Background: an optimization exercise with open tools, aiming at small area, a short achievable clock period and few clock cycles per item. Do not read the settings as production practice.
The RTL was checked by simulation tests, not by an equivalence proof against the original design.
No activity file was given, so power comes from the tool's default toggle rates.

File: flow/constraint.sdc
create_clock -name core_clock -period 12.0 [get_ports {clk}]
set_input_delay 2.4000 -clock core_clock [delete_from_list [all_inputs] [get_ports {clk}]]
set_output_delay 2.4000 -clock core_clock [all_outputs]
set_load 0.01 [all_outputs]
File: flow/run.sh
#!/bin/bash
# synth_recipe.tcl (not shown) runs the flow's synth.tcl, then flattens the netlist and writes it again
# the make line also repeats each setting of config.mk as NAME=value (left out here)
make -C /OpenROAD-flow-scripts/flow DESIGN_CONFIG=/design/flow/config.mk WORK_HOME=/design/flow/orfs CLKGATE_MAP_FILE= SYNTH_SCRIPT=/design/flow/synth_recipe.tcl finish
File: flow/design.v
module bcu (
    input  wire         clk,
    input  wire         rst,             
    input  wire         cmd_valid,
    output wire         cmd_ready,
    input  wire [127:0] cmd,
    output wire         rsp_valid,
    input  wire         rsp_ready,
    output wire [127:0] rsp
);
    localparam CAP = 32;
    localparam F_INVALID_ID = 4'd1, F_VALUE_RANGE = 4'd2, F_TRUNCATED = 4'd3, F_RESERVED_SIZE = 4'd4,
               F_WIDTH_RANGE = 4'd5, F_OVERFLOW = 4'd6, F_ILLEGAL = 4'd7, F_ADDR_RANGE = 4'd8;
    reg [255:0] mem;                     
    reg [5:0]   len;                     
    reg [31:0]  pos;                     
    reg [7:0]   ent_id;
    reg [2:0]   ent_size;
    reg [31:0]  ent_value;
    reg         ent_valid;               
    reg         rv;
    reg [3:0]   r_status;
    reg [7:0]   r_id;
    reg [2:0]   r_size;
    reg         r_tl;                    
    reg         r_valid;
    reg [31:0]  r_off;
    reg [55:0]  r_data;
    function [5:0] width_of;
        input [2:0] c;
        case (c)
            3'd0: width_of = 6'd0;
            3'd1: width_of = 6'd1;
            3'd2: width_of = 6'd2;
            3'd3: width_of = 6'd4;
            3'd4: width_of = 6'd8;
            3'd5: width_of = 6'd16;
            default: width_of = 6'd32;
        endcase
    endfunction
    function [2:0] classify;
        input [31:0] v;
        if (v == 32'd0)              classify = 3'd0;
        else if (v[31:1] == 31'd0)   classify = 3'd1;
        else if (v[31:2] == 30'd0)   classify = 3'd2;
        else if (v[31:4] == 28'd0)   classify = 3'd3;
        else if (v[31:8] == 24'd0)   classify = 3'd4;
        else if (v[31:16] == 16'd0)  classify = 3'd5;
        else                         classify = 3'd6;
    endfunction
    function rd_ok;
        input       hi;
        input [7:0] lo;
        input [5:0] l;
        rd_ok = !hi && ({1'b0, lo[7:3]} + 6'd8 <= l);
    endfunction
    function [6:0] grown;                
        input [7:0] lo;
        input [5:0] l;
        reg   [5:0] need;
        reg   [5:0] gap;
        begin
            need = {1'b0, lo[7:3]} + 6'd8;
            gap  = need - l;
            if (need <= l) grown = {1'b0, l};
            else           grown = {1'b0, l} + {1'b0, (gap + 6'd7) & 6'b111000};
        end
    endfunction
    assign cmd_ready = ~rv | rsp_ready;
    assign rsp_valid = rv;
    wire   take      = cmd_valid & cmd_ready;
    wire [5:0] r_tlen = r_tl ? 6'd11 + width_of(r_size) : 6'd0;
    assign rsp = {8'd0, r_data, r_off, r_valid, 1'b0, r_tlen, 5'd0, r_size, r_id, 4'd0, r_status};
    wire [7:0]  c_op   = cmd[7:0];
    wire [15:0] c_a    = cmd[23:8];
    wire [31:0] c_off  = cmd[55:24];
    wire [7:0]  c_rsv  = cmd[63:56];
    wire [63:0] c_data = cmd[127:64];
    wire a_z = (c_a == 16'd0);
    wire o_z = (c_off == 32'd0);
    wire d_z = (c_data == 64'd0);
    wire op_cls  = (c_op == 8'h01);
    wire op_wid  = (c_op == 8'h02);
    wire op_rdf  = (c_op == 8'h03);
    wire op_wrf  = (c_op == 8'h04);
    wire op_dec  = (c_op == 8'h05);
    wire op_enc  = (c_op == 8'h06);
    wire op_setp = (c_op == 8'h07);
    wire op_gst  = (c_op == 8'h08);
    wire op_gent = (c_op == 8'h09);
    wire op_clr  = (c_op == 8'h0A);
    wire op_push = (c_op == 8'h0B);
    wire op_pad  = (c_op == 8'h0C);
    wire op_bget = (c_op == 8'h0D);
    wire legal = (c_rsv == 8'd0) && (
                 (op_cls  && a_z && o_z) ||
                 (op_wid  && o_z && d_z) ||
                 (op_rdf  && d_z) ||
                  op_wrf ||
                 (op_dec  && a_z && o_z && d_z) ||
                 (op_enc  && o_z) ||
                 (op_setp && a_z && d_z) ||
                 (op_gst  && a_z && o_z && d_z) ||
                 (op_gent && a_z && o_z && d_z) ||
                 (op_clr  && o_z && d_z) ||
                 (op_push && o_z && d_z) ||
                 (op_pad  && o_z && d_z) ||
                 (op_bget && a_z && d_z));
    wire [7:0] wo = (op_dec | op_enc) ? pos[7:0] :
                    op_bget           ? {c_off[4:0], 3'b000} :
                    op_push           ? {len[4:0], 3'b000} :
                                        c_off[7:0];
    wire [4:0] wb  = wo[7:3];            
    wire [5:0] amt = wo[5:0];            
    wire [1:0] row [0:7];
    wire [63:0] bankwin;                 
    genvar gj;
    generate
        for (gj = 0; gj < 8; gj = gj + 1) begin : g_bank
            assign row[gj] = wb[4:3] + ((gj < wb[2:0]) ? 2'd1 : 2'd0);
            assign bankwin[8*gj +: 8] = mem[64*row[gj] + 8*gj +: 8];
        end
    endgenerate
    wire [127:0] rd_sh  = {bankwin, bankwin} >> amt;
    wire [63:0]  rd_win = rd_sh[63:0];   
    wire [2:0]  enc_c = classify(c_data[31:0]);
    wire [5:0]  enc_w = width_of(enc_c);
    wire [55:0] wr_val = op_enc  ? {13'd0, c_data[31:0], enc_c, c_a[7:0]} :
                         op_push ? {48'd0, c_a[7:0]} :
                                   c_data[55:0];
    wire [5:0]  wr_w   = op_enc  ? 6'd11 + enc_w :
                         op_push ? 6'd8 :
                                   c_a[5:0];
    wire [127:0] wr_sh  = {64'd0, 8'd0, wr_val} << amt;
    wire [63:0]  wr_rot = wr_sh[63:0] | wr_sh[127:64];
    wire [6:0] wr_end = {1'b0, amt} + {1'b0, wr_w};
    wire [63:0] wr_mask;
    generate
        for (gj = 0; gj < 64; gj = gj + 1) begin : g_mask
            wire ge = (gj >= amt);
            wire lt = (gj < wr_end[5:0]);
            assign wr_mask[gj] = wr_end[6] ? (ge | lt) : (ge & lt);
        end
    endgenerate
    wire [32:0] pos8  = {1'b0, pos} + 33'd8;
    wire [32:0] pos11 = {1'b0, pos} + 33'd11;
    wire hi_p0  = (pos[31:8]   != 24'd0);
    wire hi_p1  = (pos8[32:8]  != 25'd0);
    wire hi_p2  = (pos11[32:8] != 25'd0);
    wire hi_off = (c_off[31:8] != 24'd0);
    wire ok_p0  = rd_ok(hi_p0,  pos[7:0],   len);
    wire ok_p1  = rd_ok(hi_p1,  pos8[7:0],  len);
    wire ok_p2  = rd_ok(hi_p2,  pos11[7:0], len);
    wire ok_off = rd_ok(hi_off, c_off[7:0], len);
    wire [6:0] gl_p2  = grown(pos11[7:0], len);
    wire [6:0] gl_off = grown(c_off[7:0], len);
    wire ovf_p2  = hi_p2  || (gl_p2  > CAP);
    wire ovf_off = hi_off || (gl_off > CAP);
    wire [7:0]  d_id = rd_win[7:0];
    wire [2:0]  d_sz = rd_win[10:8];
    wire [5:0]  d_w  = width_of(d_sz);
    reg  [31:0] d_vmask;
    always @* begin
        case (d_sz)
            3'd0: d_vmask = 32'h0000_0000;
            3'd1: d_vmask = 32'h0000_0001;
            3'd2: d_vmask = 32'h0000_0003;
            3'd3: d_vmask = 32'h0000_000F;
            3'd4: d_vmask = 32'h0000_00FF;
            3'd5: d_vmask = 32'h0000_FFFF;
            default: d_vmask = 32'hFFFF_FFFF;
        endcase
    end
    wire [31:0] d_val = rd_win[42:11] & d_vmask;
    wire [63:0] a_mask = (c_a[5:0] > 6'd56) ? 64'd0 : ((64'd1 << c_a[5:0]) - 64'd1);
    wire [55:0] rdf_val = rd_win[55:0] & a_mask[55:0];
    wire        wrf_big = ((c_data & ~a_mask) != 64'd0);
    wire        a_gt56  = (c_a > 16'd56);
    wire [31:0] pos_inc = pos + {26'd0, 6'd11 + (op_dec ? d_w : enc_w)};
    reg         n_write;                 
    reg         n_clear;                 
    reg         n_len_we;
    reg [5:0]   n_len;
    reg         n_pos_we;
    reg [31:0]  n_pos;
    reg         n_ent_we;
    reg [7:0]   n_ent_id;
    reg [2:0]   n_ent_size;
    reg [31:0]  n_ent_value;
    reg         n_ent_valid;
    reg [3:0]   n_status;
    reg [7:0]   n_id;
    reg [2:0]   n_size;
    reg         n_tl;
    reg         n_valid;
    reg [31:0]  n_off;
    reg [55:0]  n_data;
    always @* begin
        n_write     = 1'b0;
        n_clear     = 1'b0;
        n_len_we    = 1'b0;
        n_len       = len;
        n_pos_we    = 1'b0;
        n_pos       = pos_inc;
        n_ent_we    = 1'b0;
        n_ent_id    = 8'd0;
        n_ent_size  = 3'd0;
        n_ent_value = 32'd0;
        n_ent_valid = 1'b0;
        n_status    = 4'd0;
        n_id        = 8'd0;
        n_size      = 3'd0;
        n_tl        = 1'b0;
        n_valid     = 1'b0;
        n_off       = 32'd0;
        n_data      = 56'd0;
        if (!legal) begin
            n_status = F_ILLEGAL;
        end else if (op_cls) begin
            if (c_data[63:32] != 32'd0)
                n_status = F_VALUE_RANGE;
            else begin
                n_size = enc_c;
                n_tl   = 1'b1;
                n_data = {50'd0, enc_w};
            end
        end else if (op_wid) begin
            if (c_a >= 16'd7) begin
                n_status = F_RESERVED_SIZE;
                n_off    = {16'd0, c_a};
            end else begin
                n_size = c_a[2:0];
                n_tl   = 1'b1;
                n_data = {50'd0, width_of(c_a[2:0])};
            end
        end else if (op_rdf) begin
            if (a_gt56) begin
                n_status = F_WIDTH_RANGE;
                n_off    = {16'd0, c_a};
            end else if (!ok_off) begin
                n_status = F_TRUNCATED;
                n_off    = c_off;
            end else
                n_data = rdf_val;
        end else if (op_wrf) begin
            if (a_gt56) begin
                n_status = F_WIDTH_RANGE;
                n_off    = {16'd0, c_a};
            end else if (wrf_big)
                n_status = F_VALUE_RANGE;
            else if (ovf_off) begin
                n_status = F_OVERFLOW;
                n_off    = c_off;
            end else begin
                n_write  = 1'b1;
                n_len_we = 1'b1;
                n_len    = gl_off[5:0];
            end
        end else if (op_dec) begin
            if (!ok_p0) begin
                n_status = F_TRUNCATED;
                n_off    = pos;
            end else if (d_id == 8'd0) begin
                n_ent_we = 1'b1;                 
                n_tl     = 1'b1;
                n_off    = pos11[31:0];
            end else if (!ok_p1) begin
                n_status = F_TRUNCATED;
                n_off    = pos8[31:0];
            end else if (d_sz == 3'd7) begin
                n_status = F_RESERVED_SIZE;
                n_off    = pos8[31:0];
            end else if (!ok_p2) begin
                n_status = F_TRUNCATED;
                n_off    = pos11[31:0];
            end else begin
                n_ent_we    = 1'b1;
                n_ent_id    = d_id;
                n_ent_size  = d_sz;
                n_ent_value = d_val;
                n_ent_valid = 1'b1;
                n_pos_we    = 1'b1;
                n_id        = d_id;
                n_size      = d_sz;
                n_tl        = 1'b1;
                n_valid     = 1'b1;
                n_off       = pos_inc;
                n_data      = {24'd0, d_val};
            end
        end else if (op_enc) begin
            if (c_a == 16'd0 || c_a > 16'd255) begin
                n_status = F_INVALID_ID;
                n_off    = {16'd0, c_a};
            end else if (c_data[63:32] != 32'd0)
                n_status = F_VALUE_RANGE;
            else if (ovf_p2) begin
                n_status = F_OVERFLOW;
                n_off    = pos;
            end else begin
                n_write     = 1'b1;
                n_len_we    = 1'b1;
                n_len       = gl_p2[5:0];
                n_ent_we    = 1'b1;
                n_ent_id    = c_a[7:0];
                n_ent_size  = enc_c;
                n_ent_value = c_data[31:0];
                n_ent_valid = 1'b1;
                n_pos_we    = 1'b1;
                n_id        = c_a[7:0];
                n_size      = enc_c;
                n_tl        = 1'b1;
                n_valid     = 1'b1;
                n_off       = pos_inc;
                n_data      = {24'd0, c_data[31:0]};
            end
        end else if (op_setp) begin
            n_pos_we = 1'b1;
            n_pos    = c_off;
        end else if (op_gst) begin
            n_off  = pos;
            n_data = {50'd0, len};
        end else if (op_gent) begin
            n_id    = ent_id;
            n_size  = ent_size;
            n_tl    = 1'b1;
            n_valid = ent_valid;
            n_data  = {24'd0, ent_value};
        end else if (op_clr) begin
            if (c_a > CAP)
                n_status = F_OVERFLOW;
            else begin
                n_clear  = 1'b1;
                n_len_we = 1'b1;
                n_len    = c_a[5:0];
                n_pos_we = 1'b1;
                n_pos    = 32'd0;
                n_ent_we = 1'b1;
            end
        end else if (op_push) begin
            if (c_a > 16'd255)
                n_status = F_VALUE_RANGE;
            else if (len == CAP)
                n_status = F_OVERFLOW;
            else begin
                n_write  = 1'b1;
                n_len_we = 1'b1;
                n_len    = len + 6'd1;
            end
        end else if (op_pad) begin
            if ({10'd0, len} + c_a > CAP)
                n_status = F_OVERFLOW;
            else begin
                n_len_we = 1'b1;
                n_len    = len + c_a[5:0];
            end
        end else begin                   
            if (c_off >= {26'd0, len}) begin
                n_status = F_ADDR_RANGE;
                n_off    = c_off;
            end else
                n_data = {48'd0, rd_win[7:0]};
        end
    end
    wire do_write = take & n_write;
    wire do_clear = rst | (take & n_clear);
    genvar gr, gk;
    generate
        for (gr = 0; gr < 4; gr = gr + 1) begin : g_row
            for (gj = 0; gj < 8; gj = gj + 1) begin : g_col
                wire hit = do_write && (row[gj] == gr);
                for (gk = 0; gk < 8; gk = gk + 1) begin : g_bit
                    always @(posedge clk) begin
                        if (do_clear)
                            mem[64*gr + 8*gj + gk] <= 1'b0;
                        else if (hit && wr_mask[8*gj + gk])
                            mem[64*gr + 8*gj + gk] <= wr_rot[8*gj + gk];
                    end
                end
            end
        end
    endgenerate
    always @(posedge clk) begin
        if (rst) begin
            rv        <= 1'b0;
            len       <= 6'd8;
            pos       <= 32'd0;
            ent_id    <= 8'd0;
            ent_size  <= 3'd0;
            ent_value <= 32'd0;
            ent_valid <= 1'b0;
        end else begin
            if (take) begin
                rv <= 1'b1;
                if (n_len_we) len <= n_len;
                if (n_pos_we) pos <= n_pos;
                if (n_ent_we) begin
                    ent_id    <= n_ent_id;
                    ent_size  <= n_ent_size;
                    ent_value <= n_ent_value;
                    ent_valid <= n_ent_valid;
                end
            end else if (rsp_ready)
                rv <= 1'b0;
        end
    end
    always @(posedge clk) begin
        if (take) begin
            r_status <= n_status;
            r_id     <= n_id;
            r_size   <= n_size;
            r_tl     <= n_tl;
            r_valid  <= n_valid;
            r_off    <= n_off;
            r_data   <= n_data;
        end
    end
endmodule
File: flow/config.mk
export PLATFORM = sky130hd
export DESIGN_NAME = bcu
export DESIGN_NICKNAME = bcu
export VERILOG_FILES = /design/flow/design.v
export SDC_FILE = /design/flow/constraint.sdc
export NUM_CORES = 8
export LEC_CHECK = 0
export CAP_MARGIN = 20
export CORE_MARGIN = 2
export CORE_UTILIZATION = 30
export SLEW_MARGIN = 20
==> results.cfg <==
[layout]
area_delta_synth_final_pct = 18.6
finalInstanceArea_sq_mm = 0.0542
finalNonFillerCells = 8454
drive_gt1_share_pct = 13.6
finalNetCount = 6607
fin_util_pct = 35.7

[sta]
fin_tns_setup_ns = 0
finalSetupViolations = 0
slew_viol_final = 0
fmaxAchievable_mhz = 87.6
timing.final.crit_share_pct = 95.1
max_slew.worst_pin.slew_ns = 1.28
slew_headroom_pct = 13.8
setup_ws_ns = 0.582
hold_viol_final = 0
skew_ns = 0.0327
rsz0062_at_grt = no
min_period_ns = 11.42

[setup_path]
criticalPathCategory = in2reg
crit_arrival_ns = 11.85
path_max_fanout = 13
slowest_delay_ns = 0.73
r2r_start = len[3]
slowest_stage = or4_1
reg2regPathDepth = 37
critPathLaunchType = input port
crit_top_cell = buf_4
crit_start = cmd[5]
endpoint_kind = flip-flop
critPathRequiredTime_ns = 12.44

[die]
die_w_um = 394
core_sq_mm = 0.152
ios = 262
start_util_pct = 30.1
rows = 143
die_y_um = 394
dieArea_sq_mm = 0.155

[synth]
yosysSeqAreaShare_pct = 21.8
synth.avg_cell_area_sq_um = 7.42
yosysUniqueCellTypes = 137
synth.most_common_cell = a21oi_1
synthDominantCellAreaShare_pct = 14.9
async_flop_share_pct = 0
syn_area_sq_mm = 0.0457
synth_common_cells = a21oi_1, nand2_1, nor2_1, clkbuf_1, o21ai_0
synth_edf_count = 105
synth_area_leaders = dfxtp_1, a21oi_1, edfxtp_1, mux2i_1, nand2_1
ys_seq_elements = 444
synth_cells = 6150
synth_flop_cell = dfxtp_1
yosysWarnings = 1
synth_largest_area_cell = dfxtp_1

[detailed_routing]
drt.antenna.violating_nets = 0
via_count = 55800
drt_first_pass_iters = 7
viasPerCell = 6.60
drtIter0Drc = 8275
routedWlPerCell_um = 32.2
drc = 0
wirelength_um = 273000

[clocking]
clock_sinks = 444
post_cts_buffers = 0
clkLatencyLatePin_ns = 0.69
htreeDepth = 2
root_buffer = clkbuf_16
clk_path_buf_depth = 3
holdBufCountCts = 0
cts_tree = done
cts.clk_slew.worst_paths_ns = 0.06
cts_resized = 0
cts_buffers = 55

[min_path]
worstHoldStart = ent_value[17]
holdCritPathClass = reg2reg
min_path_cells = 2

[pwr]
power.switching_mw = 2.33
pwr-share-comb_pct = 40.0
pwr_density_cell_mw_per_mm2 = 102
p_seq_share_pct = 28.1
internal-power_mw = 3.18
power.share.switching_pct = 42.3
pwr-share-clk_pct = 31.9
power.leakage_nw = 19.5
ir_drop_v = 0.0000926

[global_routing]
overflow = 0
grt_pass1_wl_um = 384000
grt_max_degree = 190
grt_use_total_pct = 33.3
antenna_found_initial = 11
grt_pass1_vias = 50600

[placement]
dpl_worst_slack_ns = 0.121
gp_congestion = 1.13
io_buffers = 243
place_inst = 8350
placed_area_sq_mm = 0.0523
dp_hpwl_um = 210000

[status]
run_status = timing/DRC/antenna clean

[flow_run]
max_cap_violations = 0
[per-stage QoR]
step / hold WS, ns / total power [mW]
2_1_floorplan: 0.427 / 2.68
3_3_place_gp: 0.439 / 3.66
3_5_place_dp: 0.445 / 3.66
4_1_cts: 0.462 / 5.41
5_1_grt: 0.471 / 5.62
6_report: 0.465 / 5.51
[metal layers]
metal / track usage, % / part of all wire, % / wire length (um) / up-vias
met2: 49.6 / 42 / 114000 / 3934
li1: - / - / - / 24100
met5: 0 / 0.021 / 56 / -
met3: 7.91 / 11 / 30300 / 847
met1: 43.5 / 40 / 108000 / 27000
met4: 19.7 / 7.3 / 19900 / 8
[worst max-delay path: cells and delay by family]
family                     cells  cell delay (ns)
buffers and inverters          9             1.96
AOI/OAI and AO/OA             17             3.80
muxes                          2             0.62
and+or+nand+nor               10             2.15
adders and majority gates      3             0.89
[area by class of cell]
| cell class | instances | area [sq um] |
|---|---|---|
| well taps | 2030 | 2540 |
| fillers | 16000 | 97400 |
| inverters | 107 | 418 |
| clock buffers | 71 | 1540 |
| repair buffers | 731 | 6230 |
| diodes | 3 | 7.51 |
| flip-flops and latches | 444 | 9940 |
| clock inverters | 29 | 319 |
| multi-input cells | 5039 | 33200 |
[path summary, 6_finish.rpt]
check / endpoint / slack (ns)
worst min register to register: ent_value[17] / 0.46
worst max register to register: r_off[9] / 2.56
worst max-delay path: r_off[9] / 0.58
worst min-delay path: ent_value[17] / 0.46
[registers in the layout, indices dropped and copies added (netlist names)]
| name | cells |
|---|---|
| mem | 256 |
| ent_valid | 1 |
| r_valid | 1 |
| ent_id | 8 |
| r_status | 4 |
| rv | 1 |
| r_off | 32 |
| r_tl | 1 |
| len | 6 |
| ent_value | 32 |
| pos | 32 |
| r_data | 56 |
| r_size | 3 |
| r_id | 8 |
| ent_size | 3 |
[power by group through the flow]
stage | sequential (mW) | clock [mW] | combinational, mW
CTS | 1.55 | 1.77 | 2.09
finish | 1.55 | 1.76 | 2.20
floorplan | 1.59 | 0 | 1.09
global route | 1.55 | 1.83 | 2.24
detailed placement | 1.58 | 0 | 2.08
global placement | 1.58 | 0 | 2.08
[cell usage in the layout (no fill, tap or decap), types with 32 or more instances in the layout]
master / count
a211oi_1: 323
a21o_1: 45
a21oi_1: 692
a221oi_1: 52
a22o_1: 54
a22oi_1: 126
a31oi_1: 74
a32oi_1: 35
and2_1: 53
and3_1: 69
buf_4: 473
clkbuf_16: 57
clkdlybuf4s50_1: 239
dfxtp_1: 339
edfxtp_1: 105
ha_1: 87
inv_1: 94
mux2_2: 66
mux2i_1: 279
mux4_2: 38
nand2_1: 654
nand2b_1: 32
nand3_1: 182
nand4_1: 67
nor2_1: 518
nor2b_1: 43
nor3_1: 130
nor4_1: 67
o211a_1: 35
o211ai_1: 83
o21a_1: 35
o21ai_0: 356
o221a_2: 32
o221ai_1: 33
o22ai_1: 58
xnor2_1: 55
[logic make-up (layout without fill, tap and decap cells)]
family	count (synthesis)	after routing	share of synthesized area, %
muxes	388	388	9.78
buffers and inverters	684	938	6.15
xor gates and xnor gates	85	85	1.65
and+or+nand+nor	1973	1973	20.3
adders and majority gates	117	117	3.26
DFF	444	444	21.8
other	1	21	0.00821
AOI/OAI and AO/OA	2458	2458	37.1
Testbench counts, summed over its fixed seeds: cycles 8,054, commands 8,046.

[port drivers added, routing unchanged]
The flow's constraints put no driver on any port. The routed layout listed below was extracted and timed again, unchanged, in two steps.
Step 1 (the two cells are an assumption about what drives the block):
set clk [get_ports {clk}]
set_driving_cell -lib_cell sky130_fd_sc_hd__clkbuf_16 $clk
set_driving_cell -lib_cell sky130_fd_sc_hd__buf_2 [delete_from_list [all_inputs] $clk]
Step 2 times the ports against the registers' clock, not the clock port: input delays grow and output delays shrink by t, the midpoint of the rising clock arrivals with the driver on.
a / b / c = no drivers / after step 1 / after step 2; a / b = the first two.
t, ns: 0.759
setup WS [ns]: 0.582 / 0.643 / -0.116
worst setup path after step 2: input to register
worst register clock-pin slew, ns: 0.07 / 0.07
Met with ideal ports but missed after step 2: setup timing in this run. For this run, drivers alone change the setup slack by +0.061 ns; drivers and shift together by -0.698 ns.
